Source: an optimization exercise on an open RTL-to-GDS flow (aim: small area, a short achievable clock period and few clock cycles per item). Production flows keep margins and buffers that such runs may drop. At most, simulation tests tie the RTL to the original design; equivalence was not proved. Power and IR drop assume default switching activity.

==> inputs of v19 <==
## tcp_engine
module tcp_engine #(
    parameter N = 8                        
) (
    input  wire        clk,
    input  wire        rst,
    input  wire        cmd_valid,
    output reg         cmd_ready,
    input  wire [1:0]  cmd_op,             
    input  wire [31:0] cmd_local_addr,
    input  wire [31:0] cmd_remote_addr,
    input  wire [15:0] cmd_local_port,
    input  wire [15:0] cmd_remote_port,
    input  wire [3:0]  cmd_flags,          
    input  wire [31:0] cmd_seq,
    input  wire [31:0] cmd_ackno,
    input  wire [31:0] cmd_iss,
    output reg         rsp_valid,
    input  wire        rsp_ready,
    output reg  [3:0]  rsp_status,
    output reg         rsp_created,
    output reg  [3:0]  rsp_state,
    output reg  [31:0] rsp_seq,
    output reg  [31:0] rsp_ackno,
    output reg         tx_valid,
    input  wire        tx_ready,
    output reg  [31:0] tx_data,
    output reg         tx_last
);
==> flow/config.mk <==
export PLATFORM = sky130hd
export DESIGN_NAME = tcp_engine
export DESIGN_NICKNAME = tcp_engine
export VERILOG_FILES = /design/flow/design.v
export SDC_FILE = /design/flow/constraint.sdc
export NUM_CORES = 4
export LEC_CHECK = 0
export CAP_MARGIN = 20
export CORE_MARGIN = 2
export CORE_UTILIZATION = 40
export PLACE_DENSITY = 0.6
export SLEW_MARGIN = 20
==> flow/constraint.sdc <==
create_clock -name core_clock -period 14.0 [get_ports {clk}]
set_input_delay 2.8000 -clock core_clock [delete_from_list [all_inputs] [get_ports {clk}]]
set_output_delay 2.8000 -clock core_clock [all_outputs]
set_load 0.01 [all_outputs]
standard.sh (not shown) runs the stock make flow with config.mk's settings and CLKGATE_MAP_FILE= SYNTH_SCRIPT=/design/flow/synth_recipe.tcl, a recipe that flattens the netlist after the stock synthesis.
==> flow/flow/run.sh <==
#!/bin/bash
# Standard ORFS layout, with repair_timing aiming well below the clock period.
set -uo pipefail
bash standard.sh SETUP_SLACK_MARGIN=${MARGIN:-9.5} finish > make_finish.log 2>&1
==> v14: changes against v19 <==
--- a/flow/design.v
+++ b/flow/design.v
@@ -54,38 +54,35 @@
     reg  [N-1:0] x_rd;                     
     reg  [N-1:0] x_wr;                     
     reg          x_created, x_reply;
     reg  [3:0]   x_status, x_st;
     reg          x_seq_iss, x_seq_ackno;   
+    reg          x_t3;                     
     reg          x_ack_seq;                
     reg  [2:0]   x_rflags;                 
     wire accept = cmd_valid && cmd_ready;
     reg  [N-1:0] hit;
     reg  [3:0]   h_st;
-    reg  [31:0]  h_seq;
     always @(*) begin
-        h_st = 4'd0; h_seq = 32'd0;
+        h_st = 4'd0;
         for (i = 0; i < N; i = i + 1) begin
             hit[i] = (i < cnt) && (e_key[i] == c_key);
             h_st  = h_st  | ({4{hit[i]}}  & e_st[i]);
-            h_seq = h_seq | ({32{hit[i]}} & e_seq[i]);
         end
     end
     wire         l_hit  = |hit;
     wire         l_full = !l_hit && (cnt == N);
     wire         l_new  = !l_hit && !l_full;
     wire [3:0]   l_st   = l_hit ? h_st : (l_full ? S_CLOSED : S_LISTEN);
-    wire [31:0]  ackno_m1 = c_ackno - 32'd1;
-    wire         l_t3ok = l_hit && (ackno_m1 == h_seq);
     reg [N-1:0] free_oh;
     always @(*) for (i = 0; i < N; i = i + 1) free_oh[i] = (cnt == i);
     reg  [3:0]  l_status, l_nst;
-    reg         l_seq_iss, l_seq_ackno, l_ack_seq;
+    reg         l_seq_iss, l_seq_ackno, l_ack_seq, l_t3;
     reg  [2:0]  l_rflags;
     always @(*) begin
         l_status = ST_NOMATCH; l_nst = l_st;
-        l_seq_iss = 1'b0; l_seq_ackno = 1'b0; l_ack_seq = 1'b0;
+        l_seq_iss = 1'b0; l_seq_ackno = 1'b0; l_ack_seq = 1'b0; l_t3 = 1'b0;
         l_rflags = 3'b000;
         case (c_op)
             OP_GOC: l_status = ST_OK;
             OP_SEG: begin
                 if (f_syn && l_st != S_LISTEN && l_st != S_SYNSENT) begin
@@ -98,13 +95,11 @@
                         end
                         S_SYNSENT: if (f_syn && f_ack) begin                   
                             l_status = ST_OK_REPLY; l_nst = S_ESTAB;
                             l_seq_ackno = 1'b1; l_ack_seq = 1'b1; l_rflags = 3'b010;
                         end
-                        S_SYNRCVD: if (f_ack && l_t3ok) begin                  
-                            l_status = ST_OK; l_nst = S_ESTAB; l_seq_ackno = 1'b1;
-                        end
+                        S_SYNRCVD: if (f_ack) l_t3 = 1'b1;                     
                         S_ESTAB: if (f_fin) begin                               
                             l_status = ST_OK_REPLY; l_nst = S_CLOSEWAIT;
                             l_ack_seq = 1'b1; l_rflags = 3'b010;
                         end
                         S_FINWAIT1: if (f_fin) begin                            
@@ -140,11 +135,12 @@
                 end
             end
         endcase
         if (l_full) begin
             l_status = ST_TABLE_FULL; l_nst = S_CLOSED;
-            l_seq_iss = 1'b0; l_seq_ackno = 1'b0; l_ack_seq = 1'b0; l_rflags = 3'b000;
+            l_seq_iss = 1'b0; l_seq_ackno = 1'b0; l_ack_seq = 1'b0; l_t3 = 1'b0;
+            l_rflags = 3'b000;
         end
     end
     wire l_reply = (l_status == ST_OK_REPLY);
     reg  [31:0] t_seq, t_ack;
     always @(*) begin
@@ -152,16 +148,24 @@
         for (i = 0; i < N; i = i + 1) begin
             t_seq = t_seq | ({32{x_rd[i]}} & e_seq[i]);
             t_ack = t_ack | ({32{x_rd[i]}} & e_ack[i]);
         end
     end
-    wire [31:0] seq_p1 = c_seq + 32'd1;
-    wire [31:0] w_seq = x_seq_iss ? c_iss : x_seq_ackno ? c_ackno : 32'd0;
+    wire [31:0] seq_p1   = c_seq + 32'd1;
+    wire [31:0] t3_x  = c_ackno ^ t_seq;
+    wire        t3_eq = t3_x[0]
+                     && (&(~t3_x[31:1] | t3_x[30:0]))
+                     && (&(~t3_x[30:0] | (c_ackno[30:0] ^ t3_x[31:1])));
+    wire        t3    = x_t3 && t3_eq;
+    wire        e_seq_ackno = x_seq_ackno || t3;
+    wire [3:0]  e_status = t3 ? ST_OK : x_status;
+    wire [3:0]  e_nst    = t3 ? S_ESTAB : x_st;
+    wire [31:0] w_seq = x_seq_iss ? c_iss : (x_seq_ackno || x_t3) ? c_ackno : 32'd0;
     wire [31:0] w_ack = x_ack_seq ? seq_p1 : 32'd0;
-    wire        w_seq_en = x_seq_iss || x_seq_ackno || x_created;
+    wire        w_seq_en = x_seq_iss || e_seq_ackno || x_created;
     wire        w_ack_en = x_ack_seq || x_created;
-    wire [31:0] n_seq = (x_seq_iss || x_seq_ackno) ? w_seq : t_seq;
+    wire [31:0] n_seq = x_seq_iss ? c_iss : e_seq_ackno ? c_ackno : t_seq;
     wire [31:0] n_ack = x_ack_seq ? seq_p1 : t_ack;
     reg         f_pend;                    
     reg  [31:0] f_w [0:4];                 
     reg  [2:0]  f_fl;                      
     reg  [10:0] pos;                       
@@ -180,11 +184,11 @@
     function [7:0] flag_byte;
         input [2:0] rf;
         flag_byte = {3'b000, rf[1], 1'b0, 1'b0, rf[2], rf[0]};
     endfunction
     wire        adv   = !tx_valid || tx_ready;
-    wire        cont  = |pos[9:0];             
+    reg         cont;                          
     wire        start = !cont && f_pend;       
     wire [31:0] nw = ({32{start}}  & 32'h0000_0800)
                    | ({32{pos[0]}} & 32'h4500_0028)
                    | ({32{pos[2]}} & {16'h4006, cksum(acc)})
                    | ({32{pos[3]}} & f_w[0])
@@ -192,19 +196,40 @@
                    | ({32{pos[5]}} & f_w[2])
                    | ({32{pos[6]}} & f_w[3])
                    | ({32{pos[7]}} & f_w[4])
                    | ({32{pos[8]}} & {8'h50, flag_byte(s_fl), 16'h0400})
                    | ({32{pos[9]}} & {cksum(acc), 16'h0000});
-    wire [19:0] a_in = start ? 20'h0852E : acc;
-    wire [31:0] a_w  = ({32{start}}  & f_w[0])
-                     | ({32{pos[0]}} & f_w[1])
-                     | ({32{pos[3]}} & f_w[2])
-                     | ({32{pos[4]}} & f_w[3])
-                     | ({32{pos[5]}} & f_w[4]);
-    wire [19:0] a_x  = pos[2] ? 20'hFCEEC : {4'd0, a_w[31:16]};
-    wire [15:0] a_y  = pos[2] ? {8'd0, flag_byte(s_fl)} : a_w[15:0];
-    wire        a_en = start || pos[0] || pos[2] || pos[3] || pos[4] || pos[5];
+    wire [19:0] a_x  = ({20{start}}  & {4'd0, f_w[0][31:16]})
+                     | ({20{pos[0]}} & {4'd0, f_w[1][31:16]})
+                     | ({20{pos[2]}} & 20'hFCEEC)
+                     | ({20{pos[3]}} & {4'd0, f_w[2][31:16]})
+                     | ({20{pos[4]}} & {4'd0, f_w[3][31:16]})
+                     | ({20{pos[5]}} & {4'd0, f_w[4][31:16]});
+    wire [15:0] a_y  = ({16{start}}  & f_w[0][15:0])
+                     | ({16{pos[0]}} & f_w[1][15:0])
+                     | ({16{pos[2]}} & {8'd0, flag_byte(s_fl)})
+                     | ({16{pos[3]}} & f_w[2][15:0])
+                     | ({16{pos[4]}} & f_w[3][15:0])
+                     | ({16{pos[5]}} & f_w[4][15:0]);
+    wire [19:0] cs_s = acc ^ a_x ^ {4'd0, a_y};
+    wire [19:0] cs_c = (acc & a_x) | (acc & {4'd0, a_y}) | (a_x & {4'd0, a_y});
+    wire [19:0] ad_a = cs_s;
+    wire [19:0] ad_b = {cs_c[18:0], 1'b0};
+    reg  [19:0] kg, kp;
+    reg  [19:0] acc_sum;
+    integer d;
+    always @(*) begin
+        kg = ad_a & ad_b;
+        kp = ad_a ^ ad_b;
+        for (d = 1; d < 20; d = d * 2)
+            for (i = 19; i >= 0; i = i - 1)
+                if (i >= d) begin
+                    kg[i] = kg[i] | (kp[i] & kg[i-d]);
+                    kp[i] = kp[i] & kp[i-d];
+                end
+        acc_sum = (ad_a ^ ad_b) ^ {kg[18:0], 1'b0};
+    end
     wire rsp_hold  = rsp_valid && !rsp_ready;
     wire c_full_n  = accept || (c_full && !x_go);
     wire c_look_n  = accept;
     wire reply_n   = c_look ? l_reply : x_reply;
     wire x_go_n    = c_full_n && !c_look_n && !rsp_hold && !(reply_n && f_busy);
@@ -217,10 +242,12 @@
             cnt       <= {CW{1'b0}};
             rsp_valid <= 1'b0;
             tx_valid  <= 1'b0;
             tx_last   <= 1'b0;
             pos       <= 11'd0;
+            cont      <= 1'b0;
+            acc       <= 20'h0852E;
             f_pend    <= 1'b0;
         end else begin
             c_full <= c_full_n;
             c_look <= c_look_n;
             x_go   <= x_go_n;
@@ -230,10 +257,13 @@
             else if (rsp_ready) rsp_valid <= 1'b0;
             if (x_go && x_reply) f_pend <= 1'b1;
             else if (adv && start) f_pend <= 1'b0;
             if (adv) begin
                 pos      <= {pos[9:0], start};
+                cont     <= (|pos[8:0]) || start;
+                if (pos[9]) acc <= 20'h0852E;
+                else        acc <= acc_sum;
                 tx_valid <= cont || start;
                 tx_last  <= pos[9];
             end
         end
         if (cmd_ready) begin
@@ -256,23 +286,24 @@
             x_reply     <= l_reply;
             x_status    <= l_status;
             x_st        <= l_nst;
             x_seq_iss   <= l_seq_iss;
             x_seq_ackno <= l_seq_ackno;
+            x_t3        <= l_t3;
             x_ack_seq   <= l_ack_seq;
             x_rflags    <= l_rflags;
         end
         if (x_go) begin
             for (i = 0; i < N; i = i + 1)
                 if (x_wr[i]) begin
-                    e_st[i] <= x_st;
+                    e_st[i] <= e_nst;
                     if (w_seq_en) e_seq[i] <= w_seq;
                     if (w_ack_en) e_ack[i] <= w_ack;
                 end
-            rsp_status  <= x_status;
+            rsp_status  <= e_status;
             rsp_created <= x_created;
-            rsp_state   <= x_st;
+            rsp_state   <= e_nst;
             rsp_seq     <= n_seq;
             rsp_ackno   <= n_ack;
         end
         if (x_go && x_reply) begin
             f_w[0] <= c_laddr;
@@ -283,9 +314,8 @@
             f_fl   <= x_rflags;
         end
         if (adv) begin
             tx_data <= nw;
             if (start) s_fl <= f_fl;
-            if (a_en)  acc  <= a_in + a_x + {4'd0, a_y};
         end
     end
 endmodule
==> flow/flow/run.sh (replaced) <==
#!/bin/bash
# The standard ORFS layout (the standard.sh, unchanged synthesis), with
# repair_timing aiming well below the clock period so that the layout is
# optimised for speed. Make's full output goes to make_finish.log.
set -uo pipefail
bash standard.sh SETUP_SLACK_MARGIN=9.5 finish > make_finish.log 2>&1
--- a/flow/config.mk
+++ b/flow/config.mk
@@ -5,8 +5,10 @@
 export SDC_FILE = /design/flow/constraint.sdc
 export NUM_CORES = 4
 export LEC_CHECK = 0
 export CAP_MARGIN = 20
 export CORE_MARGIN = 2
-export CORE_UTILIZATION = 40
-export PLACE_DENSITY = 0.6
+export CORE_UTILIZATION = 60
+export CTS_CLUSTER_DIAMETER = 100
+export CTS_CLUSTER_SIZE = 20
+export PLACE_DENSITY = 0.75
 export SLEW_MARGIN = 20
==> v12: changes against v19 <==
--- a/flow/design.v
+++ b/flow/design.v
@@ -2,11 +2,11 @@
     parameter N = 8                        
 ) (
     input  wire        clk,
     input  wire        rst,
     input  wire        cmd_valid,
-    output reg         cmd_ready,
+    output wire        cmd_ready,
     input  wire [1:0]  cmd_op,             
     input  wire [31:0] cmd_local_addr,
     input  wire [31:0] cmd_remote_addr,
     input  wire [15:0] cmd_local_port,
     input  wire [15:0] cmd_remote_port,
@@ -56,10 +56,11 @@
     reg          x_created, x_reply;
     reg  [3:0]   x_status, x_st;
     reg          x_seq_iss, x_seq_ackno;   
     reg          x_ack_seq;                
     reg  [2:0]   x_rflags;                 
+    assign cmd_ready = !c_full || x_go;
     wire accept = cmd_valid && cmd_ready;
     reg  [N-1:0] hit;
     reg  [3:0]   h_st;
     reg  [31:0]  h_seq;
     always @(*) begin
@@ -185,35 +186,29 @@
     wire        cont  = |pos[9:0];             
     wire        start = !cont && f_pend;       
     wire [31:0] nw = ({32{start}}  & 32'h0000_0800)
                    | ({32{pos[0]}} & 32'h4500_0028)
                    | ({32{pos[2]}} & {16'h4006, cksum(acc)})
-                   | ({32{pos[3]}} & f_w[0])
-                   | ({32{pos[4]}} & f_w[1])
-                   | ({32{pos[5]}} & f_w[2])
-                   | ({32{pos[6]}} & f_w[3])
-                   | ({32{pos[7]}} & f_w[4])
+                   | ({32{|pos[7:3]}} & f_w[0])
                    | ({32{pos[8]}} & {8'h50, flag_byte(s_fl), 16'h0400})
                    | ({32{pos[9]}} & {cksum(acc), 16'h0000});
     wire [19:0] a_in = start ? 20'h0852E : acc;
-    wire [31:0] a_w  = ({32{start}}  & f_w[0])
-                     | ({32{pos[0]}} & f_w[1])
-                     | ({32{pos[3]}} & f_w[2])
-                     | ({32{pos[4]}} & f_w[3])
-                     | ({32{pos[5]}} & f_w[4]);
-    wire [19:0] a_x  = pos[2] ? 20'hFCEEC : {4'd0, a_w[31:16]};
-    wire [15:0] a_y  = pos[2] ? {8'd0, flag_byte(s_fl)} : a_w[15:0];
-    wire        a_en = start || pos[0] || pos[2] || pos[3] || pos[4] || pos[5];
+    wire [19:0] a_x  = ({20{start | |pos[7:5]}} & {4'd0, f_w[0][31:16]})
+                     | ({20{pos[0]}} & {4'd0, f_w[1][31:16]})
+                     | ({20{pos[2]}} & 20'hFCEEC);
+    wire [15:0] a_y  = ({16{start | |pos[7:5]}} & f_w[0][15:0])
+                     | ({16{pos[0]}} & f_w[1][15:0])
+                     | ({16{pos[2]}} & {8'd0, flag_byte(s_fl)});
+    wire        a_en = start || pos[0] || pos[2] || (|pos[7:5]);
     wire rsp_hold  = rsp_valid && !rsp_ready;
     wire c_full_n  = accept || (c_full && !x_go);
     wire c_look_n  = accept;
     wire reply_n   = c_look ? l_reply : x_reply;
     wire x_go_n    = c_full_n && !c_look_n && !rsp_hold && !(reply_n && f_busy);
     always @(posedge clk) begin
         if (rst) begin
             c_full    <= 1'b0;
-            cmd_ready <= 1'b1;
             c_look    <= 1'b0;
             x_go      <= 1'b0;
             cnt       <= {CW{1'b0}};
             rsp_valid <= 1'b0;
             tx_valid  <= 1'b0;
@@ -222,11 +217,10 @@
             f_pend    <= 1'b0;
         end else begin
             c_full <= c_full_n;
             c_look <= c_look_n;
             x_go   <= x_go_n;
-            cmd_ready <= !c_full_n || x_go_n;
             if (c_look && l_new) cnt <= cnt + 1'b1;
             if (x_go) rsp_valid <= 1'b1;
             else if (rsp_ready) rsp_valid <= 1'b0;
             if (x_go && x_reply) f_pend <= 1'b1;
             else if (adv && start) f_pend <= 1'b0;
@@ -234,11 +228,11 @@
                 pos      <= {pos[9:0], start};
                 tx_valid <= cont || start;
                 tx_last  <= pos[9];
             end
         end
-        if (cmd_ready) begin
+        if (accept) begin
             c_op    <= cmd_op;
             c_laddr <= cmd_local_addr;
             c_raddr <= cmd_remote_addr;
             c_lport <= cmd_local_port;
             c_rport <= cmd_remote_port;
@@ -279,10 +273,15 @@
             f_w[1] <= c_raddr;
             f_w[2] <= {c_lport, c_rport};
             f_w[3] <= n_seq;
             f_w[4] <= n_ack;
             f_fl   <= x_rflags;
+        end else if (adv && (|pos[7:3])) begin
+            f_w[0] <= f_w[1];
+            f_w[1] <= f_w[2];
+            f_w[2] <= f_w[3];
+            f_w[3] <= f_w[4];
         end
         if (adv) begin
             tx_data <= nw;
             if (start) s_fl <= f_fl;
             if (a_en)  acc  <= a_in + a_x + {4'd0, a_y};
==> flow/run.sh (new file) <==
#!/bin/bash
# synth_recipe.tcl (not shown) runs the flow's synth.tcl, then flattens the netlist and writes it again
# the make line also repeats each setting of config.mk as NAME=value (left out here)
make -C /OpenROAD-flow-scripts/flow DESIGN_CONFIG=/design/flow/config.mk WORK_HOME=/design/flow/orfs CLKGATE_MAP_FILE= SYNTH_SCRIPT=/design/flow/synth_recipe.tcl finish
removed: flow/flow/run.sh
removed: flow/standard.sh
==> impl_metrics.py <==
metrics = {
    "finish": {
        "mostFrequentLayoutCells": "1810 x edfxtp_1, 420 x xnor2_1, 345 x a22oi_1, 283 x nand2_1, 276 x xor2_1",
        "n_sequential_cell": 1854,
    },
    "synthesis": {
        "synth_top_family_by_area": "simple AND/OR/NAND/NOR gates",
        "synth_top_cells_by_count": "1810 x edfxtp_1, 438 x xnor2_1, 354 x a22oi_1",
    },
    "global_routing": {
        "met3_usage_pct": 9.60,
    },
    "timing": {
        "finalClockSkew_ps": 42.2,
    },
    "route": {
        "drt_iter0_drc": 8708,
    },
    "run_status": {
        "status": "timing/DRC/antenna clean",
    },
}
Source of the figures above: v14

==> impl_metrics.py <==
metrics = {
    "run_status": {
        "status": "timing/DRC/antenna clean",
    },
    "synthesis": {
        "synth_top_family_by_area": "XOR/XNOR gates",
        "synth_top_cells_by_count": "1829 x edfxtp_1, 574 x xor2_1, 323 x a22oi_1",
        "yosysWarnings": 6,
    },
    "finish": {
        "areaGrowthSynthToFinish_pct": 20.0,
        "largest-register": "e_key",
        "mostFrequentLayoutCells": "1829 x edfxtp_1, 573 x xor2_1, 323 x a22oi_1, 316 x nand2_1, 239 x buf_4",
        "finish.utilization_pct": 48.4,
        "final_common_cell": "edfxtp_1",
        "n_sequential_cell": 1852,
    },
    "place": {
        "post_dp_cell_area_sq_mm": 0.0844,
        "pre_cts_ws_ps": 7610,
    },
    "route": {
        "drt_iter0_drc": 7111,
        "via_count": 49800,
    },
    "timing": {
        "finalClockSkew_ps": 41.8,
    },
    "worst_setup_path": {
        "r2r_cells": 25,
        "cp-end-kind": "flip-flop",
    },
}
Source of the figures above: v19

==> impl_metrics.py <==
metrics = {
    "run_status": {
        "status": "timing/DRC/antenna clean",
    },
    "route": {
        "drt_iter0_drc": 6321,
    },
    "synthesis": {
        "synth_top_family_by_area": "XOR/XNOR gates",
    },
    "timing": {
        "finalClockSkew_ps": 59.0,
        "fin_crit_ps": 7220,
        "tightest_slew_ps": 1200,
    },
    "floorplan": {
        "start_util_pct": 40.3,
    },
    "global_routing": {
        "met3_usage_pct": 4.24,
        "grt_remaining_overflow": 0,
    },
    "finish": {
        "mostFrequentLayoutCells": "1829 x edfxtp_1, 514 x xnor2_1, 375 x nand2_1, 309 x clkdlybuf4s50_1, 256 x a22oi_1",
        "n_sequential_cell": 1851,
    },
    "clocking": {
        "cts_root_buffer": "clkbuf_16",
    },
    "worst_setup_path": {
        "startpoint": "c_laddr[5]$_DFFE_PP_",
    },
    "power": {
        "switchingPower_w": 0.00273,
    },
}
Source of the figures above: v12

Testbench counts of v14, summed over its fixed seeds: cycles 16,138, items 4,800.
No functional check of the RTL was part of v19 and v12.

==> port drivers added, routing unchanged <==
Ports are ideal in the flow. The routed layouts listed here were re-timed in OpenROAD. Step 1 assumes that a clkbuf_16 drives the clock port and a buf_2 every other input. Step 2 also shifts input and output timing later by t, the mid clock arrival at the registers, as if the neighbouring blocks saw the same clock. Slacks: ideal ports / drivers / drivers and shift; pairs: ideal ports / drivers.
| run | shift t [ns] | slack for setup (ns) | latest minus earliest clock arrival (ns) |
|---|---|---|---|
| v19 | 0.938 | 8.976 / 8.976 / 8.976 | 0.047 / 0.048 |
| v14 | 0.860 | 9.245 / 9.245 / 8.813 | 0.050 / 0.050 |
| v12 | 0.927 | 6.776 / 6.776 / 6.776 | 0.060 / 0.060 |
After both steps every run listed still meets setup and hold. The setup slack of v14, which loses most, moves by 0.000 ns with the drivers and by -0.432 ns with both steps.
